Context: an optimization exercise on an open-source flow, tuned for small area and a short achievable clock period. The choices shown serve that exercise and are no tape-out recipe.
RTL that was checked went through simulation tests only; none was proved equivalent to the original.
The RTL of runs 2 to 5 was laid out without a check of its function.
Power figures rest on the tool's default switching activity, not on a simulated workload.

===== flow/run.sh =====
#!/bin/bash
set -euo pipefail
bash standard.sh finish "BUFFER_PORTS_ARGS=-buffer_cell sky130_fd_sc_hd__buf_2" > make.log 2>&1

===== standard.sh =====
#!/bin/bash
# synth_recipe.tcl (not shown) runs the flow's synth.tcl, then flattens the netlist and writes it again
# the make line also repeats each setting of config.mk as NAME=value (left out here)
make -C /OpenROAD-flow-scripts/flow DESIGN_CONFIG=/design/flow/config.mk WORK_HOME=/design/flow/orfs CLKGATE_MAP_FILE= SYNTH_SCRIPT=/design/flow/synth_recipe.tcl "${@:-finish}"

===== config.mk =====
export PLATFORM = sky130hd
export DESIGN_NAME = frame_codec
export DESIGN_NICKNAME = frame_codec
export VERILOG_FILES = /design/flow/design.v
export SDC_FILE = /design/flow/constraint.sdc
export NUM_CORES = 4
export LEC_CHECK = 0
export CAP_MARGIN = 20
export CORE_MARGIN = 2
export CORE_UTILIZATION = 40
export CTS_BUF_LIST = sky130_fd_sc_hd__clkbuf_4 sky130_fd_sc_hd__clkbuf_8
export SETUP_SLACK_MARGIN = 2.0
export SLEW_MARGIN = 20

===== constraint.sdc =====
create_clock -name core_clock -period 5.0 [get_ports {clk}]
set_input_delay 1.0000 -clock core_clock [delete_from_list [all_inputs] [get_ports {clk}]]
set_output_delay 1.0000 -clock core_clock [all_outputs]
set_load 0.01 [all_outputs]

===== design.v =====
module frame_codec (
    input  wire        clk,
    input  wire        rst,           
    input  wire        cmd_valid,
    input  wire [7:0]  cmd_op,
    input  wire [7:0]  cmd_arg,       
    input  wire [63:0] cmd_value,     
    output reg         resp_valid,
    output wire [7:0]  resp_status,
    output wire [63:0] resp_data,
    output reg         pay_valid,
    output reg  [7:0]  pay_byte,
    output wire [15:0] frm_version,
    output wire [15:0] frm_flags,
    output wire [63:0] frm_sequence,
    output wire [63:0] frm_reserved
);
    localparam [1:0] S_HEADER  = 2'd0;
    localparam [1:0] S_PAYLOAD = 2'd1;
    localparam [1:0] S_RESYNC  = 2'd2;
    localparam [1:0] S_CLOSED  = 2'd3;
    localparam [3:0] R_OK        = 4'b0000;
    localparam [3:0] R_NEED_MORE = 4'b0001;
    localparam [3:0] R_HEADER_OK = 4'b0010;
    localparam [3:0] R_FRAME     = 4'b0011;
    localparam [3:0] R_INV_HDR   = 4'b0100;
    localparam [3:0] R_BAD_VER   = 4'b0101;
    localparam [3:0] R_TOO_LARGE = 4'b0110;
    localparam [3:0] R_CRC_MISM  = 4'b0111;
    localparam [3:0] R_CLOSED    = 4'b1000;
    localparam [3:0] R_ILLEGAL   = 4'b1100;
    function [31:0] crc_t;
        input [7:0] d;
        integer k;
        reg [31:0] a;
        begin
            a = {24'd0, d};
            for (k = 0; k < 8; k = k + 1)
                a = a[0] ? ((a >> 1) ^ 32'hEDB88320) : (a >> 1);
            crc_t = a;
        end
    endfunction
    function [31:0] crc_zeros;
        input [31:0] x;
        input integer n;
        integer k;
        reg [31:0] a;
        begin
            a = x;
            for (k = 0; k < 8 * n; k = k + 1)
                a = a[0] ? ((a >> 1) ^ 32'hEDB88320) : (a >> 1);
            crc_zeros = a;
        end
    endfunction
    reg [31:0] cfg_magic;
    reg [15:0] cfg_ver;
    reg [12:0] cfg_max;           
    reg [31:0] crc_acc;
    reg [1:0]  st;
    reg [12:0] cnt;               
    reg        fresh;             
    reg        zb;                
    reg        l35;               
    reg        r3;                
    reg        pe;                
    reg        err_nz;            
    reg [1:0]  err_lo;
    reg [31:0] rx_crc;            
    reg [31:0] h_magic;
    reg [15:0] h_ver;
    reg [15:0] h_flags;
    reg [63:0] h_seq;
    reg [12:0] h_size;
    reg        h_big;             
    reg [63:0] h_resv;
    reg [31:0] h_crc;
    reg [3:0]  rs;                
    reg [31:0] rdata;             
    wire [7:0] b = cmd_arg;
    wire take = cmd_valid & ~rst;
    wire op_crc_init  = (cmd_op == 8'h01);
    wire op_crc_byte  = (cmd_op == 8'h02);
    wire op_crc_read  = (cmd_op == 8'h04);
    wire op_rx_start  = (cmd_op == 8'h30);
    wire op_rx_byte   = (cmd_op == 8'h31);
    wire op_rx_eos    = (cmd_op == 8'h32);
    wire op_cfg_read  = (cmd_op == 8'h40);
    wire op_cfg_write = (cmd_op == 8'h41);
    wire in_hdr = (st == S_HEADER);
    wire in_pay = (st == S_PAYLOAD);
    wire in_rsy = (st == S_RESYNC);
    wire in_cls = (st == S_CLOSED);
    wire [5:0] c6 = cnt[5:0];
    wire zero_b  = zb;
    wire last35  = l35;
    wire rsy3    = r3;
    wire pay_end = pe;
    wire [12:0] cnt_dec = cnt - 13'd1;
    wire magic_lo_eq = (h_magic[23:0] == cfg_magic[23:0]);
    wire magic_bad = ~magic_lo_eq | (h_magic[31:24] != cfg_magic[31:24]);
    wire ver_bad   = (h_ver > cfg_ver);
    wire size_bad  = h_big | (h_size > cfg_max);
    wire size_zero = (h_size == 13'd0);
    wire win_match = magic_lo_eq & (b == cfg_magic[31:24]);
    wire [31:0] rx_base  = rx_crc | {32{fresh}};
    wire [31:0] t_b      = crc_t(b);
    wire [31:0] rx_m     = {8'h00, rx_base[31:8]} ^ crc_t(rx_base[7:0]);    
    wire [31:0] rx_step  = rx_m ^ (zero_b ? 32'd0 : t_b);
    wire [31:0] acc_step = {8'h00, crc_acc[31:8]} ^ crc_t(crc_acc[7:0]) ^ t_b;
    wire        rsy_drop = rsy3 & ~win_match;
    wire [31:0] drop_w0  = crc_zeros({24'd0, h_magic[7:0]}, 4) ^
                           crc_zeros(32'hFFFFFFFF, 4) ^ crc_zeros(32'hFFFFFFFF, 3);
    wire [31:0] rx_next  = rx_step ^ (drop_w0 & {32{rsy_drop}});
    wire        ok_pay   = ({rx_crc[31:8], rx_crc[7:0] ^ b} == h_crc);
    wire        ok_zero  = ((rx_m ^ 32'hFFFFFFFF) == {b, h_crc[23:0]});
    wire [31:0] crc_field_q = {h_crc[23:0], 8'h00} ^ 32'hf0958fd9 ^
        ({32{b[0]}} & 32'hdb710641) ^ ({32{b[1]}} & 32'h6d930ac3) ^
        ({32{b[2]}} & 32'hdb261586) ^ ({32{b[3]}} & 32'h6d3d2d4d) ^
        ({32{b[4]}} & 32'hda7a5a9a) ^ ({32{b[5]}} & 32'h6f85b375) ^
        ({32{b[6]}} & 32'hdf0b66ea) ^ ({32{b[7]}} & 32'h6567cb95);
    wire v_big = (|cmd_value[63:13]) | (cmd_value[12] & (|cmd_value[11:0]));
    wire [12:0] v_max = v_big ? 13'd4096 : cmd_value[12:0];
    wire r_cfg_ok = (cmd_arg[7:2] == 6'd0);                   
    wire r_rd_ok  = r_cfg_ok | (cmd_arg == 8'h04) | (cmd_arg == 8'h10) | (cmd_arg == 8'h11);
    wire [5:0]  hdr_count   = in_pay ? 6'd36 : c6;
    wire [21:0] status_view = {hdr_count, 3'b000, err_nz, 2'b00, err_lo, 6'd0, st};
    wire [12:0] remain      = in_pay ? cnt : 13'd0;
    wire [31:0] acc_view    = crc_acc ^ {32{op_crc_read}};
    reg  [31:0] rdata_n;
    always @(*) begin
        if (op_crc_read)
            rdata_n = acc_view;
        else if (op_cfg_read) begin
            if (cmd_arg[4])
                rdata_n = cmd_arg[0] ? {19'd0, remain} : {10'd0, status_view};
            else if (cmd_arg[2])
                rdata_n = 32'd4096;
            else case (cmd_arg[1:0])
                2'd0: rdata_n = cfg_magic;
                2'd1: rdata_n = {16'd0, cfg_ver};
                2'd2: rdata_n = {19'd0, cfg_max};
                default: rdata_n = acc_view;
            endcase
        end else
            rdata_n = {19'd0, h_size};                
    end
    wire cap = in_hdr | (in_rsy & (c6[5:2] == 4'd0) & (c6 != 6'd3));
    always @(posedge clk) begin
        if (cap) begin
            case (c6)
                6'd0:  h_magic[7:0]   <= b;
                6'd1:  h_magic[15:8]  <= b;
                6'd2:  h_magic[23:16] <= b;
                6'd3:  h_magic[31:24] <= b;
                6'd4:  h_ver[7:0]     <= b;
                6'd5:  h_ver[15:8]    <= b;
                6'd6:  h_flags[7:0]   <= b;
                6'd7:  h_flags[15:8]  <= b;
                6'd8:  h_seq[7:0]     <= b;
                6'd9:  h_seq[15:8]    <= b;
                6'd10: h_seq[23:16]   <= b;
                6'd11: h_seq[31:24]   <= b;
                6'd12: h_seq[39:32]   <= b;
                6'd13: h_seq[47:40]   <= b;
                6'd14: h_seq[55:48]   <= b;
                6'd15: h_seq[63:56]   <= b;
                6'd16: h_size[7:0]    <= b;
                6'd17: h_size[12:8]   <= b[4:0];
                6'd24: h_resv[7:0]    <= b;
                6'd25: h_resv[15:8]   <= b;
                6'd26: h_resv[23:16]  <= b;
                6'd27: h_resv[31:24]  <= b;
                6'd28: h_resv[39:32]  <= b;
                6'd29: h_resv[47:40]  <= b;
                6'd30: h_resv[55:48]  <= b;
                6'd31: h_resv[63:56]  <= b;
                6'd32: h_crc[7:0]     <= b;
                6'd33: h_crc[15:8]    <= b;
                6'd34: h_crc[23:16]   <= b;
                default: ;
            endcase
        end
        if (in_hdr && c6 == 6'd17)
            h_big <= |b[7:5];
        if (take && op_rx_byte && in_hdr && c6 >= 6'd18 && c6 <= 6'd23)
            h_big <= h_big | (|b);
        if (take && op_rx_byte && last35)
            h_crc <= crc_field_q;
        if (take && op_rx_byte && rsy3) begin
            if (win_match)
                h_magic[31:24] <= b;
            else
                h_magic[23:0] <= {b, h_magic[23:8]};
        end
    end
    always @(posedge clk) begin
        resp_valid <= take;
        pay_valid  <= take & op_rx_byte & in_pay;
        pay_byte   <= b;
        rdata      <= rdata_n;
        rs         <= R_ILLEGAL;
        if (take) begin
            if (op_crc_init) begin
                crc_acc <= 32'hFFFFFFFF;
                rs <= R_OK;
            end
            if (op_crc_byte) begin
                crc_acc <= acc_step;
                rs <= R_OK;
            end
            if (op_crc_read)
                rs <= R_OK;
            if (op_cfg_read)
                rs <= r_rd_ok ? R_OK : R_ILLEGAL;
            if (op_cfg_write) begin
                rs <= r_cfg_ok ? R_OK : R_ILLEGAL;
                if (cmd_arg == 8'h00) cfg_magic <= cmd_value[31:0];
                if (cmd_arg == 8'h01) cfg_ver   <= cmd_value[15:0];
                if (cmd_arg == 8'h02) cfg_max   <= v_max;
                if (cmd_arg == 8'h03) crc_acc   <= cmd_value[31:0];
            end
            if (op_rx_start) begin
                st     <= S_HEADER;
                cnt    <= 13'd0;
                fresh  <= 1'b1;
                {zb, l35, r3, pe} <= 4'b0000;
                err_nz <= 1'b0;
                err_lo <= 2'd0;
                rs     <= R_OK;
            end
            if (op_rx_eos) begin
                st    <= S_CLOSED;
                cnt   <= 13'd0;
                fresh <= 1'b1;
                {zb, l35, r3, pe} <= 4'b0000;
                rs    <= R_CLOSED;
            end
            if (op_rx_byte) begin
                if (!in_cls)
                    rx_crc <= rx_next;
                if (in_cls) begin
                    rs <= R_CLOSED;
                end else if (in_pay) begin
                    if (pay_end) begin
                        cnt   <= 13'd0;
                        fresh <= 1'b1;
                        pe    <= 1'b0;
                        if (ok_pay) begin
                            st <= S_HEADER;
                            rs <= R_FRAME;
                        end else begin
                            st <= S_RESYNC; err_nz <= 1'b1; err_lo <= 2'd3; rs <= R_CRC_MISM;
                        end
                    end else begin
                        cnt   <= cnt_dec;
                        fresh <= 1'b0;
                        pe    <= (cnt == 13'd2);
                        rs    <= R_NEED_MORE;
                    end
                end else begin
                    rs <= R_NEED_MORE;
                    if (rsy3) begin
                        if (win_match) begin
                            cnt   <= 13'd4;
                            fresh <= 1'b0;
                            r3    <= 1'b0;
                            st    <= S_HEADER;
                        end
                    end else if (last35) begin
                        cnt   <= 13'd0;
                        fresh <= 1'b1;
                        {zb, l35} <= 2'b00;
                        if (magic_bad) begin
                            st <= S_RESYNC; err_nz <= 1'b1; err_lo <= 2'd0; rs <= R_INV_HDR;
                        end else if (ver_bad) begin
                            st <= S_RESYNC; err_nz <= 1'b1; err_lo <= 2'd1; rs <= R_BAD_VER;
                        end else if (size_bad) begin
                            st <= S_RESYNC; err_nz <= 1'b1; err_lo <= 2'd2; rs <= R_TOO_LARGE;
                        end else if (!size_zero) begin
                            cnt   <= h_size;
                            fresh <= 1'b0;
                            pe    <= (h_size == 13'd1);
                            st    <= S_PAYLOAD;
                            rs    <= R_HEADER_OK;
                        end else if (ok_zero) begin
                            rs <= R_FRAME;
                        end else begin
                            st <= S_RESYNC; err_nz <= 1'b1; err_lo <= 2'd3; rs <= R_CRC_MISM;
                        end
                    end else begin
                        cnt   <= {7'd0, c6 + 6'd1};
                        fresh <= 1'b0;
                        zb    <= in_hdr & (c6 >= 6'd31);
                        l35   <= in_hdr & (c6 == 6'd34);
                        r3    <= in_rsy & (c6 == 6'd2);
                    end
                end
            end
        end
        if (rst) begin
            cfg_magic  <= 32'h44535746;
            cfg_ver    <= 16'd1;
            cfg_max    <= 13'd4096;
            crc_acc    <= 32'hFFFFFFFF;
            st         <= S_HEADER;
            cnt        <= 13'd0;
            fresh      <= 1'b1;
            {zb, l35, r3, pe} <= 4'b0000;
            err_nz     <= 1'b0;
            err_lo     <= 2'd0;
            resp_valid <= 1'b0;
            pay_valid  <= 1'b0;
        end
    end
    assign resp_status = {2'b00, rs[3], rs[2], 2'b00, rs[1], rs[0]};
    assign resp_data   = {32'd0, rdata};
    assign frm_version  = h_ver;
    assign frm_flags    = h_flags;
    assign frm_sequence = h_seq;
    assign frm_reserved = h_resv;
endmodule

==> flow_summary.yaml, run 1 <==
synthesis:
  ys_ff_latch: 432
  yosysSeqAreaShare_pct: 47.2
  netlist.area_leader.share_pct: 30.6
  yosys_warnings: 1
  syn_area_sq_um: 23400
  synthArstFlopShare_pct: 0
  synth_ff_type: "edfxtp_1"
  synth_cell_types: 77
  avgSynthCellArea_sq_um: 9.82
  yosysTopAreaCell: "edfxtp_1"
  synth_edf_count: 238
  ys_top_cells_by_area: "edfxtp_1 (31%), dfxtp_1 (17%), xnor2_1 (13%)"
  netlist_instances: 2381
clocking:
  cts.clk_slew.worst_paths_ns: 0.06
  clock_latency_ns: 0.71
  numCtsBuffers: 77
  hold_buffers: 0
  clock_path_buffers: 3
  cts_tree: "built"
  htree_num_levels: 3
  cts.sink_count: 432
  root_buffer: "clkbuf_8"
cells_and_area:
  final-seq-area_sq_um: 11000
  drive_above_1_share_pct: 22.5
  fin_cells: 3522
  areaGrowthSynthToFinish_pct: 19.2
  nNetsFinal: 2825
  multi_input_area_sq_um: 11800
  fill_cells: 5494
global_route:
  gr-total-overflow: 0
  grt_pass1_vias: 18900
  grt_pass1_wl_um: 128000
  antenna_found_initial: 2
  grtUsageTotal_pct: 28.7
  grt_max_degree: 75
routing:
  drt_first_pass_iters: 8
  drc_errors: 0
  wl_per_cell_um: 25.4
  vias: 20200
  ant_nets: 0
  drt-initial-drc-count: 2529
  wirelength_um: 89600
  post_drt_via_cell_ratio: 5.73
floorplanning:
  std_cell_rows: 88
  core_sq_um: 57700
  die_h_um: 246
  io_pins: 325
  initial_core_util_pct: 40.5
  die_w_um: 246
  dieArea_sq_um: 60400
sta:
  rsz0062_at_grt: "true"
  hold_viol_final: 0
  min_period_ns: 3.08
  finalSetupTns_ns: 0
  fin_worst_skew_ns: 0.0593
  finalWorstSetupSlack_ns: 1.92
  maxSlewViolCount: 0
  slew_headroom_pct: 32.9
  tightest_slew_ns: 1.01
  post-route-period-util_pct: 61.7
  fin_hold_ws_ns: 0.500
  max_freq_ghz: 0.324
  setup_viol: 0
power:
  p_leak_nw: 10.2
  p_per_area_nw_per_um2: 320
  ir_drop_v: 0.000198
flow_run:
  drv_cap: 0
placement:
  dp_slack_ns: 1.01
  place.gp.congestion: 1.00
  place_inst: 3341
  place_hpwl_um: 63800
  port_buffers: 288
worst_hold_path:
  hold_path.class: "reg -> reg"
critical_path:
  end_kind: "flip-flop"
  crit_arrival_ns: 3.61
  crit_path_start_kind: "flip-flop"
  required_ns: 5.53
  crit_type: "reg -> reg"
  worst-path-max-fanout: 5
run_status:
  status: "no timing/DRC/antenna violations"
-- flip-flops by register name (all words and copies together) (netlist names), 2 cells and up --
| name | flops |
|---|---|
| cfg_magic | 32 |
| cfg_max | 13 |
| cfg_ver | 16 |
| cnt | 13 |
| crc_acc | 32 |
| err_lo | 2 |
| h_crc | 32 |
| h_flags | 16 |
| h_magic | 32 |
| h_resv | 64 |
| h_seq | 64 |
| h_size | 13 |
| h_ver | 16 |
| pay_byte | 8 |
| rdata | 32 |
| rs | 4 |
| rx_crc | 32 |
| st | 2 |
-- what timing repair did --
item	CTS	global route
cloned	1	2
endpoints found under the hold margin	0	0
gates resized for setup	37	44
buffers inserted	34	7
pin swaps	8	34
setup endpoints to repair	116	158
-- worst max-delay path, stage by stage (launching register included) --
cell       delay, ns
edfxtp_1        0.49
buf_4           0.19
xnor2_1         0.34
xor3_1          0.30
nor2_2          0.28
xnor2_1         0.17
nand4_1         0.15
a2111oi_4       0.32
nand4b_1        0.16
buf_6           0.17
a211oi_4        0.26
o22ai_1         0.12
-- where the power goes --
part	switching, mW	leakage, nW	internal [mW]
registers	0.0988	3.73	3.84
logic	0.900	5.59	0.601
clock network	1.59	0.840	1.90
-- path summary, 6_finish.rpt --
kind / cells past startpoint / slack [ns] / startpoint / to
setup / recovery: 11 / 1.92 / rx_crc[2] / st[1]
hold / removal: 1 / 0.50 / h_magic[30] / h_magic[30]
setup reg to reg: 11 / 1.92 / rx_crc[2] / st[1]
hold reg to reg: 1 / 0.50 / h_magic[30] / h_magic[30]
-- cell type report --
type | instances | area share (%)
tap | 765 | 3.43
timing repair buffer | 388 | 8.03
sequential | 432 | 39.6
inverter | 57 | 0.821
timing repair inverter | 2 | 0.0359
multi-input combinational | 1741 | 42.4
antenna | 1 | 0.00898
clock inverter | 23 | 0.718
clock buffer | 113 | 5.00
-- kinds of logic (layout without fill, tap and decap cells) --
logic type,count (synthesis),in the layout,share of synthesized area [%]
AND/OR/NAND/NOR,713,713,13.8
XOR/XNOR,487,487,19.0
AO/OA/AOI/OAI,436,436,11.9
flip-flops,432,432,47.2
buffers and inverters,243,583,4.62
adder cells (fa/ha/maj),43,43,2.30
multiplexers,26,26,1.20
other,1,37,0.0160
-- cells in the mapped netlist (all sizes together), types with 4 or more instances --
| master | count |
|---|---|
| nand4 | 30 |
| nor4b | 4 |
| a222oi | 13 |
| inv | 49 |
| a221o | 14 |
| a21o | 13 |
| o22ai | 43 |
| nor2b | 10 |
| a32oi | 4 |
| a31oi | 12 |
| nor3 | 29 |
| nand2 | 285 |
| nand3 | 66 |
| clkbuf | 120 |
| clkinv | 8 |
| mux2 | 17 |
| a21oi | 116 |
| a211oi | 10 |
| or3 | 6 |
| mux2i | 9 |
| o211ai | 15 |
| or4 | 4 |
| ha | 43 |
| and2 | 24 |
| a22oi | 23 |
| o31ai | 4 |
| a221oi | 7 |
| xnor3 | 5 |
| dfxtp | 194 |
| nor4 | 35 |
| and3 | 20 |
| buf | 66 |
| nor2 | 178 |
| o221ai | 17 |
| edfxtp | 238 |
| xnor2 | 362 |
| a2111oi | 6 |
| o21ai | 113 |
| nand2b | 13 |
| xor2 | 117 |
-- per-stage QoR --
stage	power, mW	instance area [sq um]	utilization, %
final	8.93	27900	48.3
after global routing	9.23	27900	48.3
after CTS	8.94	27600	47.8
after detailed placement	5.46	25600	44.4
after global placement	5.45	25600	44.3
after floorplan	5.03	23600	-
-- cells in the final DEF (no fill, tap or decap), types with 10 or more instances in the layout --
cell and instances:
o211ai_1 15, a21o_1 13, a21oi_1 112, inv_1 44, nor2_1 164, nor3_1 27, mux2_2 17, xnor2_1 345
ha_1 41, xnor2_2 14, buf_2 285, a222oi_1 13, o21ai_0 106, nand3_1 66, dfxtp_1 189, nor2b_1 10
nor2_2 10, edfxtp_1 238, and2_1 22, nand2_1 281, a22oi_1 22, nor4_1 32, clkinv_1 17, o22ai_1 42
clkbuf_4 27, xor2_1 113, clkbuf_8 87, conb_1 36, buf_4 94, nand4_1 30, nand2b_1 13, a31oi_1 12
and3_1 20, o221ai_1 17, a221o_1 14
-- layer usage --
metal	GRT usage [%]	wire [um]
met2	45.1	41100
met5	0	0
met1	39.5	37200
met3	4.79	8080
met4	11.0	3140
==> run 2, diff against run 1 <==
--- a/design.v
+++ b/design.v
@@ -64,4 +64,5 @@
     reg        r3;                
     reg        pe;                
+    reg        chk_magic_bad, chk_ver_bad, chk_size_bad, chk_size_zero;
     reg        err_nz;            
     reg [1:0]  err_lo;
@@ -78,5 +79,5 @@
     reg [31:0] rdata;             
     wire [7:0] b = cmd_arg;
-    wire take = cmd_valid & ~rst;
+    wire cv = cmd_valid;
     wire op_crc_init  = (cmd_op == 8'h01);
     wire op_crc_byte  = (cmd_op == 8'h02);
@@ -98,8 +99,8 @@
     wire [12:0] cnt_dec = cnt - 13'd1;
     wire magic_lo_eq = (h_magic[23:0] == cfg_magic[23:0]);
-    wire magic_bad = ~magic_lo_eq | (h_magic[31:24] != cfg_magic[31:24]);
-    wire ver_bad   = (h_ver > cfg_ver);
-    wire size_bad  = h_big | (h_size > cfg_max);
-    wire size_zero = (h_size == 13'd0);
+    wire magic_bad = chk_magic_bad;
+    wire ver_bad   = chk_ver_bad;
+    wire size_bad  = chk_size_bad;
+    wire size_zero = chk_size_zero;
     wire win_match = magic_lo_eq & (b == cfg_magic[31:24]);
     wire [31:0] rx_base  = rx_crc | {32{fresh}};
@@ -112,6 +113,4 @@
                            crc_zeros(32'hFFFFFFFF, 4) ^ crc_zeros(32'hFFFFFFFF, 3);
     wire [31:0] rx_next  = rx_step ^ (drop_w0 & {32{rsy_drop}});
-    wire        ok_pay   = ({rx_crc[31:8], rx_crc[7:0] ^ b} == h_crc);
-    wire        ok_zero  = ((rx_m ^ 32'hFFFFFFFF) == {b, h_crc[23:0]});
     wire [31:0] crc_field_q = {h_crc[23:0], 8'h00} ^ 32'hf0958fd9 ^
         ({32{b[0]}} & 32'hdb710641) ^ ({32{b[1]}} & 32'h6d930ac3) ^
@@ -119,4 +118,6 @@
         ({32{b[4]}} & 32'hda7a5a9a) ^ ({32{b[5]}} & 32'h6f85b375) ^
         ({32{b[6]}} & 32'hdf0b66ea) ^ ({32{b[7]}} & 32'h6567cb95);
+    wire        ok_pay   = ({rx_crc[31:8], rx_crc[7:0] ^ b} == h_crc);
+    wire        ok_zero  = (rx_crc == crc_field_q);
     wire v_big = (|cmd_value[63:13]) | (cmd_value[12] & (|cmd_value[11:0]));
     wire [12:0] v_max = v_big ? 13'd4096 : cmd_value[12:0];
@@ -145,4 +146,20 @@
             rdata_n = {19'd0, h_size};                
     end
+    wire wr_cmd   = cv & op_cfg_write;
+    wire wr_magic = wr_cmd & (cmd_arg == 8'h00);
+    wire wr_ver   = wr_cmd & (cmd_arg == 8'h01);
+    wire wr_max   = wr_cmd & (cmd_arg == 8'h02);
+    wire magic_eq_now = magic_lo_eq & (h_magic[31:24] == cfg_magic[31:24]);
+    wire magic_eq_new = (h_magic == cmd_value[31:0]);
+    wire ver_gt_now   = (h_ver > cfg_ver);
+    wire ver_gt_new   = (h_ver > cmd_value[15:0]);
+    wire size_gt_now  = (h_size > cfg_max);
+    wire size_gt_new  = v_big ? (h_size[12] & (|h_size[11:0])) : (h_size > cmd_value[12:0]);
+    always @(posedge clk) begin
+        chk_magic_bad <= ~(wr_magic ? magic_eq_new : magic_eq_now);
+        chk_ver_bad   <= wr_ver ? ver_gt_new : ver_gt_now;
+        chk_size_bad  <= h_big | (wr_max ? size_gt_new : size_gt_now);
+        chk_size_zero <= (h_size == 13'd0);
+    end
     wire cap = in_hdr | (in_rsy & (c6[5:2] == 4'd0) & (c6 != 6'd3));
     always @(posedge clk) begin
@@ -183,9 +200,9 @@
         if (in_hdr && c6 == 6'd17)
             h_big <= |b[7:5];
-        if (take && op_rx_byte && in_hdr && c6 >= 6'd18 && c6 <= 6'd23)
+        if (cv && op_rx_byte && in_hdr && c6 >= 6'd18 && c6 <= 6'd23)
             h_big <= h_big | (|b);
-        if (take && op_rx_byte && last35)
+        if (cv && op_rx_byte && last35)
             h_crc <= crc_field_q;
-        if (take && op_rx_byte && rsy3) begin
+        if (cv && op_rx_byte && rsy3) begin
             if (win_match)
                 h_magic[31:24] <= b;
@@ -195,10 +212,10 @@
     end
     always @(posedge clk) begin
-        resp_valid <= take;
-        pay_valid  <= take & op_rx_byte & in_pay;
+        resp_valid <= cv;
+        pay_valid  <= cv & op_rx_byte & in_pay;
         pay_byte   <= b;
         rdata      <= rdata_n;
         rs         <= R_ILLEGAL;
-        if (take) begin
+        if (cv) begin
             if (op_crc_init) begin
                 crc_acc <= 32'hFFFFFFFF;
--- a/config.mk
+++ b/config.mk
@@ -10,4 +10,4 @@
 export CORE_UTILIZATION = 40
 export CTS_BUF_LIST = sky130_fd_sc_hd__clkbuf_4 sky130_fd_sc_hd__clkbuf_8
-export SETUP_SLACK_MARGIN = 2.0
+export SETUP_SLACK_MARGIN = 2.4
 export SLEW_MARGIN = 20
==> flow_summary.yaml, run 2 <==
synthesis:
  syn_area_sq_um: 24600
  yosysTopAreaCell: "edfxtp_1"
  synthArstFlopShare_pct: 0
  avgSynthCellArea_sq_um: 9.84
  netlist_instances: 2502
  netlist.area_leader.share_pct: 29.0
  yosysSeqAreaShare_pct: 45.1
  yosys_warnings: 1
  ys_ff_latch: 436
  ys_top_cells_by_area: "edfxtp_1 (29%), dfxtp_1 (16%), xnor2_1 (15%)"
  yosysMostFrequentCell: "xnor2_1"
  synthTopCellsByCount: "xnor2_1 (419), nand2_1 (265), edfxtp_1 (238)"
  synth_cell_types: 74
  synth_ff_type: "edfxtp_1"
  synth_edf_count: 238
critical_path:
  end_kind: "flip-flop"
  crit_path_start_kind: "primary input"
  crit_type: "in -> reg"
  required_ns: 5.54
  worst-path-max-fanout: 7
  crit_arrival_ns: 3.48
clocking:
  hold_buffers: 0
  htree_num_levels: 3
  cts.sink_count: 436
  clock_path_buffers: 3
  clock_latency_ns: 0.72
  root_buffer: "clkbuf_8"
  cts.clk_slew.worst_paths_ns: 0.07
  cts_tree: "built"
  numCtsBuffers: 79
routing:
  vias: 20700
  wirelength_um: 92100
  drc_errors: 0
  ant_nets: 0
  drt_first_pass_iters: 9
  drt-initial-drc-count: 2543
  wl_per_cell_um: 25.1
  post_drt_via_cell_ratio: 5.64
floorplanning:
  die_h_um: 252
  die_w_um: 252
  dieArea_sq_um: 63600
  core_sq_um: 60600
  std_cell_rows: 90
  io_pins: 325
  initial_core_util_pct: 40.6
global_route:
  grt_pass1_wl_um: 133000
  grt_pass1_vias: 19900
  use_met1_pct: 38.4
  antenna_found_initial: 1
  grt_max_degree: 67
  gr-total-overflow: 0
  met2_usage_pct: 45.0
  gr-max-usage-layer: "met2"
  grtUsageTotal_pct: 28.4
  grt_util_met3_pct: 5.88
cells_and_area:
  fill_cells: 5548
  final_common_cell: "xnor2_1"
  areaGrowthSynthToFinish_pct: 22.1
  nNetsFinal: 2975
  reg_top3: "h_resv: 64 flops, h_seq: 64 flops"
  drive_above_1_share_pct: 25.7
  final_cell_mix: "xnor2_1 (400), buf_2 (278), nand2_1 (239)"
sta:
  min_period_ns: 2.94
  setup_viol: 0
  maxSlewViolCount: 0
  tightest_slew_ns: 0.904
  fin_worst_skew_ns: 0.0486
  hold_viol_final: 0
  rsz0062_at_grt: "true"
  slew_headroom_pct: 39.6
  max_freq_ghz: 0.340
  finalSetupTns_ns: 0
  post-route-period-util_pct: 58.8
placement:
  place.gp.congestion: 0.959
  port_buffers: 288
  place_hpwl_um: 67300
power:
  sequentialPowerShare_pct: 42.4
  power_switching_mw: 2.54
  p_per_area_nw_per_um2: 303
  finalPower_mw: 9.11
  clock_power_share_pct: 41.7
  p_int_mw: 6.57
  power_frac_comb_pct: 15.9
  ir_drop_v: 0.000179
  p_leak_nw: 11.1
  swShare_pct: 27.9
flow_run:
  drv_cap: 0
worst_hold_path:
  hold_path.class: "reg -> reg"
run_status:
  status: "no timing/DRC/antenna violations"
## run 2: worst max-delay path: stages
cell,delay (ns)
buf_12,0.12
buf_12,0.15
xor2_4,0.24
buf_6,0.16
xnor2_4,0.08
xnor2_1,0.14
nor4_2,0.36
nand4_1,0.22
o41ai_4,0.42
buf_4,0.20
a22oi_2,0.05
o32ai_2,0.21
a221oi_1,0.11
## run 2: power groups by stage
stage          sequential, mW  clock, mW  combinational, mW
6_report                 3.87       3.80               1.45
5_1_grt                  3.87       4.00               1.54
4_1_cts                  3.86       3.84               1.39
3_5_place_dp             3.94          0               1.29
3_3_place_gp             3.94          0               1.28
2_1_floorplan            3.92          0              0.946
## run 2: cell families after synthesis
family | after synthesis | synth area share, %
AND/OR/NAND/NOR | 728 | 13.9
XOR/XNOR | 540 | 20.2
flip-flops | 436 | 45.1
AO/OA/AOI/OAI | 428 | 10.9
buffers and inverters | 265 | 4.77
adder cells (fa/ha/maj) | 72 | 3.66
multiplexers | 32 | 1.38
other | 1 | 0.0152
## run 2: final cells by class
class                           count  area [sq um]  share of cell area, %
Multi-Input combinational cell   1837         13400                   44.6
Sequential cell                   436         11100                   37.0
Timing Repair Buffer              398          2510                   8.34
Clock buffer                      122          1500                   4.98
Tap cell                          782           978                   3.25
Inverter                           68           279                  0.928
Clock inverter                     23           272                  0.903
Antenna cell                        1          2.50                0.00832
## run 2: metrics by stage
step                      cells  worst slack [ns]  area (sq um)  utilization (%)  hold WS (ns)
after floorplan            2537              1.60         25500                -         0.438
after global placement     3459             0.745         27100             44.7         0.458
after detailed placement   3459             0.655         27100             44.7         0.464
after CTS                  3644              2.15         29700             49.0         0.472
after global routing       3667              2.05         30100             49.6         0.490
final                      3667              2.06         30100             49.6         0.473
## run 2: layer usage
| metal | share of wire [%] | vias up |
|---|---|---|
| li1 | - | 9303 |
| met3 | 9.1 | 183 |
| met4 | 3.5 | 0 |
| met5 | 0 | - |
| met2 | 46 | 1108 |
| met1 | 41 | 10100 |
## run 2: path summary, 6_finish.rpt
check        startpoint          to  slack, ns  cells past startpoint
max          cmd_arg[5]   err_lo[0]       2.06                     13
max reg2reg  rx_crc[14]   err_lo[0]       2.16                     10
min          cfg_max[8]  cfg_max[8]       0.47                      2
min reg2reg  cfg_max[8]  cfg_max[8]       0.47                      2
## run 2: what timing repair did
| item | CTS | global route |
|---|---|---|
| endpoints found under the setup margin | 359 | 193 |
| setup buffers | 39 | 22 |
| pin swaps | 28 | 21 |
| gates resized for setup | 107 | 52 |
| cloned | 1 | 0 |
==> run 3, diff against run 2 <==
--- a/config.mk
+++ b/config.mk
@@ -10,4 +10,4 @@
 export CORE_UTILIZATION = 40
 export CTS_BUF_LIST = sky130_fd_sc_hd__clkbuf_4 sky130_fd_sc_hd__clkbuf_8
-export SETUP_SLACK_MARGIN = 2.4
+export SETUP_SLACK_MARGIN = 2.0
 export SLEW_MARGIN = 20
==> flow_summary.yaml, run 3 <==
run_status:
  status: "no timing/DRC/antenna violations"
synthesis:
  synthSimpleGateAreaFrac_pct: 13.9
  ys_top_cells_by_area: "edfxtp_1 (29%), dfxtp_1 (16%), xnor2_1 (15%)"
  synth_edf_count: 238
  ys_ff_latch: 436
  synthArstFlopShare_pct: 0
  synth_cell_types: 74
  yosysSeqAreaShare_pct: 45.1
  synth_ff_type: "edfxtp_1"
  netlist.area_leader.share_pct: 29.0
  synth_xor_area_share_pct: 20.2
  yosysMostFrequentCell: "xnor2_1"
  netlist_instances: 2502
  yosysTopAreaCell: "edfxtp_1"
  synthTopCellsByCount: "xnor2_1 (419), nand2_1 (265), edfxtp_1 (238)"
  synthAdderAreaFrac_pct: 3.66
  yosys_warnings: 1
  avgSynthCellArea_sq_um: 9.84
  synth_top_family_by_area: "XOR/XNOR gates"
  synth_mux_area_share_pct: 1.38
  synth_compound_area_share_pct: 10.9
  syn_area_sq_um: 24600
sta:
  setup_viol: 0
  max_freq_ghz: 0.336
  min_period_ns: 2.98
  hold_viol_final: 0
  tightest_slew_ns: 1.09
  fin_worst_skew_ns: 0.0466
  finalSetupTns_ns: 0
  maxSlewViolCount: 0
  rsz0062_at_grt: "true"
  post-route-period-util_pct: 59.5
  slew_headroom_pct: 26.7
cells_and_area:
  areaGrowthSynthToFinish_pct: 19.3
  postLayoutCoreUtil_pct: 48.5
  nNetsFinal: 2961
  final_cell_mix: "xnor2_1 (403), buf_2 (279), nand2_1 (262)"
  drive_above_1_share_pct: 21.9
  reg_top3: "h_resv: 64 flops, h_seq: 64 flops"
  fin_cells: 3654
  final_common_cell: "xnor2_1"
critical_path:
  endpoint: "err_lo[0]"
  critical_path.startpoint: "cmd_arg[1]"
  reg2reg_depth: 11
  required_ns: 5.53
  crit_chain: "buf_6, xnor3_2, xnor2_2, xnor2_2, and2_4, o2111ai_2, o41ai_4, buf_4, a22oi_1, o32ai_2, a221oi_1"
  end_kind: "flip-flop"
  worstReg2RegStart: "h_magic[1]"
  crit_path_start_kind: "primary input"
  crit_type: "in -> reg"
  cp_slowest_cell: "xnor3_2"
  reg2reg_slack_ns: 2.16
  worst-path-max-fanout: 6
  path_common_cell: "xnor2_2"
  crit_arrival_ns: 3.50
  slowest_delay_ns: 0.52
  r2r-end: "h_magic[30]"
floorplanning:
  dieArea_sq_um: 63600
  std_cell_rows: 90
  io_pins: 325
  core_sq_um: 60600
  die_h_um: 252
  initial_core_util_pct: 40.6
  die_w_um: 252
routing:
  wl_per_cell_um: 25.0
  vias: 20500
  ant_nets: 0
  post_drt_via_cell_ratio: 5.61
  drt_first_pass_iters: 7
  drc_errors: 0
  drt-initial-drc-count: 2536
  wirelength_um: 91300
clocking:
  clock_path_buffers: 3
  hold_buffers: 0
  htree_num_levels: 3
  cts.sink_count: 436
  root_buffer: "clkbuf_8"
  cts_tree: "built"
  numCtsBuffers: 78
  cts.clk_slew.worst_paths_ns: 0.07
  clock_latency_ns: 0.71
power:
  p_leak_nw: 10.8
  ir_drop_v: 0.000173
  p_per_area_nw_per_um2: 308
  finalPower_mw: 9.06
global_route:
  grt_max_degree: 75
  grtUsageTotal_pct: 28.1
  grt_pass1_wl_um: 132000
  gr-total-overflow: 0
  antenna_found_initial: 4
  grt_pass1_vias: 19700
placement:
  place_hpwl_um: 67800
  place.gp.congestion: 0.974
  place_inst: 3478
  port_buffers: 288
worst_hold_path:
  hold_path.class: "reg -> reg"
flow_run:
  drv_cap: 0
==> run 3: cell counts after synthesis <==
Identical to the previous run, type by type.
==> run 3: where the power goes <==
| part | total (mW) | internal, mW | switching, mW | leakage (nW) |
|---|---|---|---|---|
| sequential | 3.86 | 3.82 | 0.0407 | 3.75 |
| clock | 3.82 | 2.19 | 1.63 | 0.925 |
| combinational | 1.38 | 0.578 | 0.804 | 6.12 |
| total | 9.06 | 6.59 | 2.47 | 10.8 |
==> run 3: layout make-up <==
type	count	area, sq um
fill	5734	31200
multi-input combinational	1836	12900
sequential	436	11100
timing repair buffer	385	2360
clock buffer	110	1350
tap	782	978
clock inverter	33	429
inverter	68	274
timing repair inverter	1	7.51
antenna	3	7.51
==> run 3: cell families (layout without fill, tap and decap cells) <==
group | after synthesis | in the layout
buffers and inverters | 265 | 597
XOR/XNOR | 540 | 540
AO/OA/AOI/OAI | 428 | 428
AND/OR/NAND/NOR | 728 | 728
other | 1 | 39
adder cells (fa/ha/maj) | 72 | 72
multiplexers | 32 | 32
flip-flops | 436 | 436
==> run 3: worst min-delay path by stage <==
stage                start            to  slack (ns)  depth (start not counted)
5_1_grt         cfg_max[6]    cfg_max[6]        0.51                          2
4_1_cts         cfg_max[6]    cfg_max[6]        0.47                          2
3_5_place_dp    cfg_max[6]    cfg_max[6]        0.46                          2
2_1_floorplan        h_big  chk_size_bad        0.44                          2
6_report        cfg_max[6]    cfg_max[6]        0.47                          2
3_3_place_gp   cfg_max[10]   cfg_max[10]        0.46                          2
==> run 3: critical path: cells and delay by family <==
family | cells | cell delay (ns)
compound gates | 5 | 1.02
xor+xnor | 3 | 0.94
buf+inv | 2 | 0.34
simple gates | 1 | 0.18
==> run 3: metal layers <==
| metal | vias to the layer above | global-route usage (%) | routed length, um |
|---|---|---|---|
| met5 | - | 0 | 0 |
| met4 | 0 | 8.89 | 2760 |
| met1 | 10000 | 38.6 | 38600 |
| met3 | 163 | 4.32 | 7240 |
| met2 | 1083 | 45.5 | 42700 |
| li1 | 9259 | - | - |
==> run 3: stage by stage <==
stage / hold WS (ns) / instance area [sq um] / worst slack, ns
floorplan: 0.438 / 24900 / 1.60
global placement: 0.455 / 26800 / 0.774
detailed placement: 0.465 / 26900 / 0.707
CTS: 0.472 / 29000 / 1.97
global route: 0.505 / 29400 / 1.96
finish: 0.472 / 29400 / 2.02
==> run 3: what timing repair did <==
item	CTS	global route
resized for setup	43	54
gates cloned	1	0
pin swaps	11	6
setup endpoints to repair	82	188
buffers inserted	23	6
==> run 4, diff against run 3 <==
--- a/design.v
+++ b/design.v
@@ -62,4 +62,6 @@
     reg        zb;                
     reg        l35;               
+    reg        l34;               
+    reg        zc;                
     reg        r3;                
     reg        pe;                
@@ -119,5 +121,12 @@
         ({32{b[6]}} & 32'hdf0b66ea) ^ ({32{b[7]}} & 32'h6567cb95);
     wire        ok_pay   = ({rx_crc[31:8], rx_crc[7:0] ^ b} == h_crc);
-    wire        ok_zero  = (rx_crc == crc_field_q);
+    wire [31:0] v34      = rx_m ^ {b, h_crc[15:0], 8'h00} ^ 32'hf0958fd9;   
+    wire [23:0] v34_l3   = ({24{v34[0]}} & 24'h073096) ^ ({24{v34[1]}} & 24'h0e612c) ^
+                           ({24{v34[2]}} & 24'h6dc419) ^ ({24{v34[3]}} & 24'hdb8832) ^
+                           ({24{v34[4]}} & 24'hb71064) ^ ({24{v34[5]}} & 24'h6e20c8) ^
+                           ({24{v34[6]}} & 24'hdc4190) ^ ({24{v34[7]}} & 24'hb88320);
+    wire        zc_next  = (v34[31:8] == v34_l3);
+    wire [31:0] t_vlo    = crc_t(rx_crc[7:0] ^ 8'hd9);
+    wire        ok_zero  = zc & (t_vlo[31:24] == b);
     wire v_big = (|cmd_value[63:13]) | (cmd_value[12] & (|cmd_value[11:0]));
     wire [12:0] v_max = v_big ? 13'd4096 : cmd_value[12:0];
@@ -202,4 +211,6 @@
         if (cv && op_rx_byte && in_hdr && c6 >= 6'd18 && c6 <= 6'd23)
             h_big <= h_big | (|b);
+        if (cv && op_rx_byte && l34)
+            zc <= zc_next;
         if (cv && op_rx_byte && last35)
             h_crc <= crc_field_q;
@@ -241,5 +252,5 @@
                 cnt    <= 13'd0;
                 fresh  <= 1'b1;
-                {zb, l35, r3, pe} <= 4'b0000;
+                {zb, l35, l34, r3, pe} <= 5'b00000;
                 err_nz <= 1'b0;
                 err_lo <= 2'd0;
@@ -250,5 +261,5 @@
                 cnt   <= 13'd0;
                 fresh <= 1'b1;
-                {zb, l35, r3, pe} <= 4'b0000;
+                {zb, l35, l34, r3, pe} <= 5'b00000;
                 rs    <= R_CLOSED;
             end
@@ -287,5 +298,5 @@
                         cnt   <= 13'd0;
                         fresh <= 1'b1;
-                        {zb, l35} <= 2'b00;
+                        {zb, l35, l34} <= 3'b000;
                         if (magic_bad) begin
                             st <= S_RESYNC; err_nz <= 1'b1; err_lo <= 2'd0; rs <= R_INV_HDR;
@@ -310,4 +321,5 @@
                         zb    <= in_hdr & (c6 >= 6'd31);
                         l35   <= in_hdr & (c6 == 6'd34);
+                        l34   <= in_hdr & (c6 == 6'd33);
                         r3    <= in_rsy & (c6 == 6'd2);
                     end
@@ -323,5 +335,5 @@
             cnt        <= 13'd0;
             fresh      <= 1'b1;
-            {zb, l35, r3, pe} <= 4'b0000;
+            {zb, l35, l34, r3, pe} <= 5'b00000;
             err_nz     <= 1'b0;
             err_lo     <= 2'd0;
--- a/config.mk
+++ b/config.mk
@@ -10,4 +10,4 @@
 export CORE_UTILIZATION = 40
 export CTS_BUF_LIST = sky130_fd_sc_hd__clkbuf_4 sky130_fd_sc_hd__clkbuf_8
-export SETUP_SLACK_MARGIN = 2.0
+export SETUP_SLACK_MARGIN = 2.4
 export SLEW_MARGIN = 20
==> flow_summary.yaml, run 4 <==
run_status:
  status: "no timing/DRC/antenna violations"
sta:
  post-route-period-util_pct: 61.4
  setup_viol: 0
  finalSetupTns_ns: 0
  min_period_ns: 3.07
  tightest_slew_ns: 0.869
  hold_viol_final: 0
  slew_headroom_pct: 42.1
  fin_worst_skew_ns: 0.0470
  maxSlewViolCount: 0
  rsz0062_at_grt: "true"
  max_freq_ghz: 0.326
synthesis:
  ys_top_cells_by_area: "edfxtp_1 (28%), dfxtp_1 (16%), xnor2_1 (14%)"
  yosysMostFrequentCell: "xnor2_1"
  synth_ff_type: "edfxtp_1"
  avgSynthCellArea_sq_um: 9.77
  yosys_warnings: 1
  ys_ff_latch: 438
  synthTopCellsByCount: "xnor2_1 (406), nand2_1 (283), edfxtp_1 (239)"
  synth_cell_types: 78
  synthArstFlopShare_pct: 0
  synth_edf_count: 239
  syn_area_sq_um: 25200
  netlist_instances: 2579
  yosysTopAreaCell: "edfxtp_1"
  yosysSeqAreaShare_pct: 44.3
  netlist.area_leader.share_pct: 28.5
flow_run:
  drv_cap: 0
clocking:
  cts.sink_count: 438
  root_buffer: "clkbuf_8"
  clock_path_buffers: 3
  numCtsBuffers: 79
  cts_tree: "built"
  htree_num_levels: 3
  hold_buffers: 0
  cts.clk_slew.worst_paths_ns: 0.06
  clock_latency_ns: 0.71
routing:
  wl_per_cell_um: 25.7
  post_drt_via_cell_ratio: 5.58
  vias: 21200
  drc_errors: 0
  drt-initial-drc-count: 2231
  ant_nets: 0
  drt_first_pass_iters: 9
  wirelength_um: 97700
global_route:
  gr-total-overflow: 0
  grt_pass1_vias: 20600
  grt_max_degree: 85
  antenna_found_initial: 7
  grtUsageTotal_pct: 29.4
  grt_pass1_wl_um: 139000
floorplanning:
  dieArea_sq_um: 65000
  std_cell_rows: 92
  io_pins: 325
  core_sq_um: 62700
  die_h_um: 255
  initial_core_util_pct: 40.2
  die_w_um: 255
critical_path:
  worst-path-max-fanout: 5
  end_kind: "flip-flop"
  crit_path_start_kind: "flip-flop"
  crit_arrival_ns: 3.64
  required_ns: 5.57
  crit_type: "reg -> reg"
cells_and_area:
  nNetsFinal: 3040
  fin_area_sq_um: 30400
  drive_above_1_share_pct: 22.8
  final_common_cell: "xnor2_1"
  fill_cells: 5806
  reg_top3: "h_resv: 64 flops, h_seq: 64 flops"
  areaGrowthSynthToFinish_pct: 20.7
  final_cell_mix: "xnor2_1 (381), buf_2 (281), nand2_1 (276)"
power:
  finalPower_mw: 8.99
  ir_drop_v: 0.000260
  p_per_area_nw_per_um2: 296
  p_leak_nw: 11.3
placement:
  postPlaceCellArea_sq_um: 27600
  place.gp.congestion: 0.961
  place_hpwl_um: 71900
  port_buffers: 288
worst_hold_path:
  hold_path.class: "reg -> reg"
## run 4: routing by layer
| metal | part of all wire, % | global-route usage [%] | vias up |
|---|---|---|---|
| li1 | - | - | 9530 |
| met1 | 39 | 37.3 | 10300 |
| met2 | 48 | 48.2 | 1063 |
| met3 | 8.6 | 5.94 | 258 |
| met4 | 4.8 | 13.9 | 8 |
| met5 | 0.059 | 0 | - |
## run 4: metrics by stage
step	hold WS (ns)	setup slack (ns)	instances	utilization, %
6_report	0.473	1.93	3793	48.5
3_5_place_dp	0.464	1.16	3595	44.0
4_1_cts	0.472	2.00	3780	48.0
5_1_grt	0.483	1.81	3793	48.5
3_3_place_gp	0.460	1.17	3595	44.0
2_1_floorplan	0.444	2.13	2614	-
## run 4: layout make-up
class	count	area, sq um	share of cell area (%)
Multi-Input combinational cell	1913	13800	45.4
Clock inverter	28	274	0.901
Sequential cell	438	11200	36.7
Timing Repair inverter	1	7.51	0.0247
Antenna cell	1	2.50	0.00823
Timing Repair Buffer	387	2350	7.72
Tap cell	846	1060	3.48
Clock buffer	114	1430	4.71
Inverter	65	300	0.987
## run 4: kinds of logic after synthesis
| group | count (synthesis) | share of synthesized area [%] |
|---|---|---|
| AOI/OAI and AO/OA | 483 | 11.9 |
| xor gates and xnor gates | 563 | 21.1 |
| adders and majority gates | 72 | 3.57 |
| buffers and inverters | 264 | 4.59 |
| DFF | 438 | 44.3 |
| muxes | 14 | 0.606 |
| other | 1 | 0.0149 |
| and+or+nand+nor | 744 | 14.0 |
## run 4: power by group
group	internal (mW)	total, mW	switching (mW)
Clock	2.03	3.68	1.65
Combinational	0.555	1.35	0.791
Sequential	3.86	3.96	0.0965
Total	6.45	8.99	2.54
## run 4: final timing paths
check               from           to  slack [ns]  cells after the start
max            rx_crc[4]           zc        1.93                     11
min          cfg_max[11]  cfg_max[11]        0.47                      2
max reg2reg    rx_crc[4]           zc        1.93                     11
min reg2reg  cfg_max[11]  cfg_max[11]        0.47                      2
## run 4: what timing repair did
action | in CTS | in global routing
cloned | 2 | 0
pin swaps | 17 | 10
buffers inserted | 41 | 12
gates resized for setup | 84 | 44
setup endpoints to repair | 279 | 196
## run 4: worst max-delay path, stage by stage (launching register included)
cell and delay [ns]:
edfxtp_1 0.35, buf_4 0.18, buf_4 0.17, xor3_2 0.48, xnor3_2 0.34, xnor2_2 0.24, xor2_1 0.17, nor2_1 0.05
a221oi_1 0.24, o221ai_1 0.18, a2111oi_2 0.29, and4_1 0.26
==> run 5, diff against run 4 <==
--- a/design.v
+++ b/design.v
@@ -62,6 +62,4 @@
     reg        zb;                
     reg        l35;               
-    reg        l34;               
-    reg        zc;                
     reg        r3;                
     reg        pe;                
@@ -107,8 +105,6 @@
     wire win_match = magic_lo_eq & (b == cfg_magic[31:24]);
     wire [31:0] rx_base  = rx_crc | {32{fresh}};
-    wire [31:0] t_b      = crc_t(b);
-    wire [31:0] rx_m     = {8'h00, rx_base[31:8]} ^ crc_t(rx_base[7:0]);    
-    wire [31:0] rx_step  = rx_m ^ (zero_b ? 32'd0 : t_b);
-    wire [31:0] acc_step = {8'h00, crc_acc[31:8]} ^ crc_t(crc_acc[7:0]) ^ t_b;
+    wire [31:0] rx_step  = {8'h00, rx_base[31:8]} ^ crc_t(rx_base[7:0] ^ (zero_b ? 8'h00 : b));
+    wire [31:0] acc_step = {8'h00, crc_acc[31:8]} ^ crc_t(crc_acc[7:0] ^ b);
     wire        rsy_drop = rsy3 & ~win_match;
     wire [31:0] drop_w0  = crc_zeros({24'd0, h_magic[7:0]}, 4) ^
@@ -121,11 +117,11 @@
         ({32{b[6]}} & 32'hdf0b66ea) ^ ({32{b[7]}} & 32'h6567cb95);
     wire        ok_pay   = ({rx_crc[31:8], rx_crc[7:0] ^ b} == h_crc);
-    wire [31:0] v34      = rx_m ^ {b, h_crc[15:0], 8'h00} ^ 32'hf0958fd9;   
-    wire [23:0] v34_l3   = ({24{v34[0]}} & 24'h073096) ^ ({24{v34[1]}} & 24'h0e612c) ^
-                           ({24{v34[2]}} & 24'h6dc419) ^ ({24{v34[3]}} & 24'hdb8832) ^
-                           ({24{v34[4]}} & 24'hb71064) ^ ({24{v34[5]}} & 24'h6e20c8) ^
-                           ({24{v34[6]}} & 24'hdc4190) ^ ({24{v34[7]}} & 24'hb88320);
-    wire        zc_next  = (v34[31:8] == v34_l3);
-    wire [31:0] t_vlo    = crc_t(rx_crc[7:0] ^ 8'hd9);
+    wire [31:0] v35      = rx_crc ^ {h_crc[23:0], 8'h00} ^ 32'hf0958fd9;
+    wire [23:0] v35_l3   = ({24{v35[0]}} & 24'h073096) ^ ({24{v35[1]}} & 24'h0e612c) ^
+                           ({24{v35[2]}} & 24'h6dc419) ^ ({24{v35[3]}} & 24'hdb8832) ^
+                           ({24{v35[4]}} & 24'hb71064) ^ ({24{v35[5]}} & 24'h6e20c8) ^
+                           ({24{v35[6]}} & 24'hdc4190) ^ ({24{v35[7]}} & 24'hb88320);
+    wire        zc       = (v35[31:8] == v35_l3);
+    wire [31:0] t_vlo    = crc_t(v35[7:0]);
     wire        ok_zero  = zc & (t_vlo[31:24] == b);
     wire v_big = (|cmd_value[63:13]) | (cmd_value[12] & (|cmd_value[11:0]));
@@ -211,6 +207,4 @@
         if (cv && op_rx_byte && in_hdr && c6 >= 6'd18 && c6 <= 6'd23)
             h_big <= h_big | (|b);
-        if (cv && op_rx_byte && l34)
-            zc <= zc_next;
         if (cv && op_rx_byte && last35)
             h_crc <= crc_field_q;
@@ -252,5 +246,5 @@
                 cnt    <= 13'd0;
                 fresh  <= 1'b1;
-                {zb, l35, l34, r3, pe} <= 5'b00000;
+                {zb, l35, r3, pe} <= 4'b0000;
                 err_nz <= 1'b0;
                 err_lo <= 2'd0;
@@ -261,5 +255,5 @@
                 cnt   <= 13'd0;
                 fresh <= 1'b1;
-                {zb, l35, l34, r3, pe} <= 5'b00000;
+                {zb, l35, r3, pe} <= 4'b0000;
                 rs    <= R_CLOSED;
             end
@@ -298,5 +292,5 @@
                         cnt   <= 13'd0;
                         fresh <= 1'b1;
-                        {zb, l35, l34} <= 3'b000;
+                        {zb, l35} <= 2'b00;
                         if (magic_bad) begin
                             st <= S_RESYNC; err_nz <= 1'b1; err_lo <= 2'd0; rs <= R_INV_HDR;
@@ -321,5 +315,4 @@
                         zb    <= in_hdr & (c6 >= 6'd31);
                         l35   <= in_hdr & (c6 == 6'd34);
-                        l34   <= in_hdr & (c6 == 6'd33);
                         r3    <= in_rsy & (c6 == 6'd2);
                     end
@@ -335,5 +328,5 @@
             cnt        <= 13'd0;
             fresh      <= 1'b1;
-            {zb, l35, l34, r3, pe} <= 5'b00000;
+            {zb, l35, r3, pe} <= 4'b0000;
             err_nz     <= 1'b0;
             err_lo     <= 2'd0;
--- a/config.mk
+++ b/config.mk
@@ -8,6 +8,6 @@
 export CAP_MARGIN = 20
 export CORE_MARGIN = 2
-export CORE_UTILIZATION = 40
+export CORE_UTILIZATION = 55
 export CTS_BUF_LIST = sky130_fd_sc_hd__clkbuf_4 sky130_fd_sc_hd__clkbuf_8
-export SETUP_SLACK_MARGIN = 2.4
+export SETUP_SLACK_MARGIN = 2.6
 export SLEW_MARGIN = 20
==> flow_summary.yaml, run 5 <==
synthesis:
  yosys_warnings: 1
  synth_ff_type: "edfxtp_1"
  synthArstFlopShare_pct: 0
  synth_cell_types: 78
  yosysMostFrequentCell: "xnor2_1"
  avgSynthCellArea_sq_um: 9.91
  ys_top_cells_by_area: "edfxtp_1 (30%), dfxtp_1 (17%), xnor2_1 (12%)"
  ys_ff_latch: 436
  synth_edf_count: 238
  netlist_instances: 2417
  netlist.area_leader.share_pct: 29.8
  synthTopCellsByCount: "xnor2_1 (337), nand2_1 (241), edfxtp_1 (238)"
  syn_area_sq_um: 24000
  yosysSeqAreaShare_pct: 46.4
  yosysTopAreaCell: "edfxtp_1"
routing:
  drc_errors: 0
  wl_per_cell_um: 26.4
  drt-initial-drc-count: 2659
  wirelength_um: 92100
  vias: 21600
  drt_first_pass_iters: 9
  ant_nets: 0
  post_drt_via_cell_ratio: 6.17
clocking:
  cts_tree: "built"
  cts.sink_count: 436
  clock_latency_ns: 0.70
  root_buffer: "clkbuf_8"
  hold_buffers: 0
  clock_path_buffers: 3
  cts.clk_slew.worst_paths_ns: 0.07
  numCtsBuffers: 75
  htree_num_levels: 3
cells_and_area:
  fin_cells: 3494
  fin_area_sq_um: 31600
  drive_above_1_share_pct: 32.3
  postLayoutCoreUtil_pct: 73.4
  final_common_cell: "xnor2_1"
  final_cell_mix: "xnor2_1 (283), buf_2 (272), edfxtp_1 (238)"
  areaGrowthSynthToFinish_pct: 31.8
  reg_top3: "h_resv: 64 flops, h_seq: 64 flops"
  nNetsFinal: 3000
sta:
  min_period_ns: 2.98
  max_freq_ghz: 0.336
  rsz0062_at_grt: "true"
  maxSlewViolCount: 0
  hold_viol_final: 0
  tightest_slew_ns: 0.951
  finalSetupTns_ns: 0
  fin_worst_skew_ns: 0.0291
  post-route-period-util_pct: 59.6
  slew_headroom_pct: 36.6
  setup_viol: 0
placement:
  postPlaceCellArea_sq_um: 26500
  port_buffers: 288
  place.gp.congestion: 0.974
  place_inst: 3185
  place_hpwl_um: 60600
floorplanning:
  die_w_um: 213
  dieArea_sq_um: 45200
  core_sq_um: 43000
  die_h_um: 213
  initial_core_util_pct: 55.7
  io_pins: 325
  std_cell_rows: 76
global_route:
  grt_pass1_vias: 20200
  grt_max_degree: 83
  grt_pass1_wl_um: 130000
  antenna_found_initial: 1
  grtUsageTotal_pct: 39.2
  gr-total-overflow: 0
power:
  ir_drop_v: 0.000261
  p_leak_nw: 12.1
  p_per_area_nw_per_um2: 279
  finalPower_mw: 8.82
flow_run:
  drv_cap: 0
critical_path:
  crit_arrival_ns: 3.57
  crit_chain: "buf_6, buf_8, buf_12, xor2_4, xnor2_4, or3_4, a211oi_4, o2111ai_2, or4_4, a2111oi_4"
  cp_slowest_cell: "or4_4"
  end_kind: "flip-flop"
  slowest_delay_ns: 0.48
  required_ns: 5.59
  crit_type: "reg -> reg"
  worst-path-max-fanout: 4
  crit_path_start_kind: "flip-flop"
run_status:
  status: "no timing/DRC/antenna violations"
worst_hold_path:
  hold_path.class: "reg -> reg"
## run 5: cell types whose count changed after synthesis, sizes merged, moves of 9 or more
cell / change
nand4: -11
xnor2: -75
o221ai: +16
xor2: +26
nand3: +21
a211o: +12
nor2b: -9
o22ai: -18
nand2b: -14
o21ai: -34
nand2: -42
xnor3: -11
clkbuf: -21
## run 5: report_power, final
group	total (mW)	internal [mW]	leakage, nW	switching [mW]
Clock	3.57	1.95	0.862	1.62
Combinational	1.35	0.588	7.43	0.767
Sequential	3.89	3.82	3.76	0.0622
Total	8.82	6.36	12.1	2.45
## run 5: cell families (layout without fill, tap and decap cells)
group                      count (synthesis)  in the layout  synth area share [%]
AOI/OAI and AO/OA                        453            454                  12.2
DFF                                      436            436                  46.4
muxes                                     18             18                 0.836
adders and majority gates                 72             72                  3.76
and+or+nand+nor                          694            703                  13.7
other                                      1             38                0.0157
buffers and inverters                    245            690                  4.55
xor gates and xnor gates                 498            498                  18.6
## run 5: worst max-delay path, delay by kind of cell (launching register included)
kind,cells,cell delay (ns)
AND/OR/NAND/NOR,2,0.87
buffers and inverters,3,0.43
flip-flops,1,0.44
AO/OA/AOI/OAI,3,0.77
XOR/XNOR,2,0.38
## run 5: final timing paths
check        startpoint  endpoint  slack [ns]  cells after the start
max           rx_crc[1]     st[0]        2.02                     10
min              err_nz    err_nz        0.48                      2
max reg2reg   rx_crc[1]     st[0]        2.02                     10
min reg2reg      err_nz    err_nz        0.48                      2
## run 5: per-stage QoR
step	hold slack, ns	worst slack [ns]
2_1_floorplan	0.432	1.97
3_3_place_gp	0.449	1.11
3_5_place_dp	0.459	1.07
4_1_cts	0.472	1.98
5_1_grt	0.505	1.94
6_report	0.479	2.02
## run 5: what timing repair did
item                       CTS  global route
cloned                      12             7
pin swaps                   48            79
buffers inserted            91            58
gates resized for setup    185           174
setup endpoints to repair  264           192
## run 5: area by class of cell
type	instances	area, sq um
multi-input cells	1781	14100
fillers	3042	11400
flip-flops and latches	436	11200
repair buffers	482	3620
clock buffers	104	1310
well taps	585	732
clock inverters	35	328
inverters	66	317
repair inverters	3	27.5
diodes	2	5.00
## run 5: layer usage
metal  vias up  share of wire (%)  GRT usage [%]
met2      1465                 45           61.0
met4         0                4.6           16.5
met5         -                  0              0
met1     10400                 39           52.0
li1       9354                  -              -
met3       307                 11           10.4

## afterwards: timing with drivers on the ports
The flow's constraints put no driver on any port. The routed layouts listed below were extracted and timed again, unchanged, in two steps. Step 1 (the two cells are an assumption about what drives the block):
set clk [get_ports {clk}]
set_driving_cell -lib_cell sky130_fd_sc_hd__clkbuf_16 $clk
set_driving_cell -lib_cell sky130_fd_sc_hd__buf_2 [delete_from_list [all_inputs] $clk]
Step 2 adds t to the input delays and takes it off the output delays; t is the mean of the earliest and latest rising clock arrival at the registers after step 1. Input paths then give back, and output paths get back, about the clock's delay inside the block. a / b / c = ideal ports / drivers / drivers and shift; a / b = the first two.
run	shift t [ns]	slack for setup (ns)	hold slack, ns	worst setup path after step 2	worst register clock-pin slew, ns
run 1	0.733	1.917 / 1.917 / 1.221	0.500 / 0.500 / 0.500	input to register	0.07 / 0.07
run 2	0.760	2.060 / 2.040 / 1.281	0.473 / 0.473 / 0.473	input to register	0.07 / 0.07
run 3	0.744	2.025 / 1.968 / 1.224	0.472 / 0.472 / 0.472	input to register	0.07 / 0.07
run 4	0.746	1.931 / 1.931 / 1.523	0.473 / 0.473 / 0.473	input to register	0.07 / 0.07
run 5	0.744	2.021 / 2.021 / 1.469	0.479 / 0.479 / 0.479	input to register	0.07 / 0.07
After both steps setup and hold are still met in every run listed. The setup slack of run 3, which loses most, moves by -0.057 ns with the drivers and by -0.801 ns with both steps.
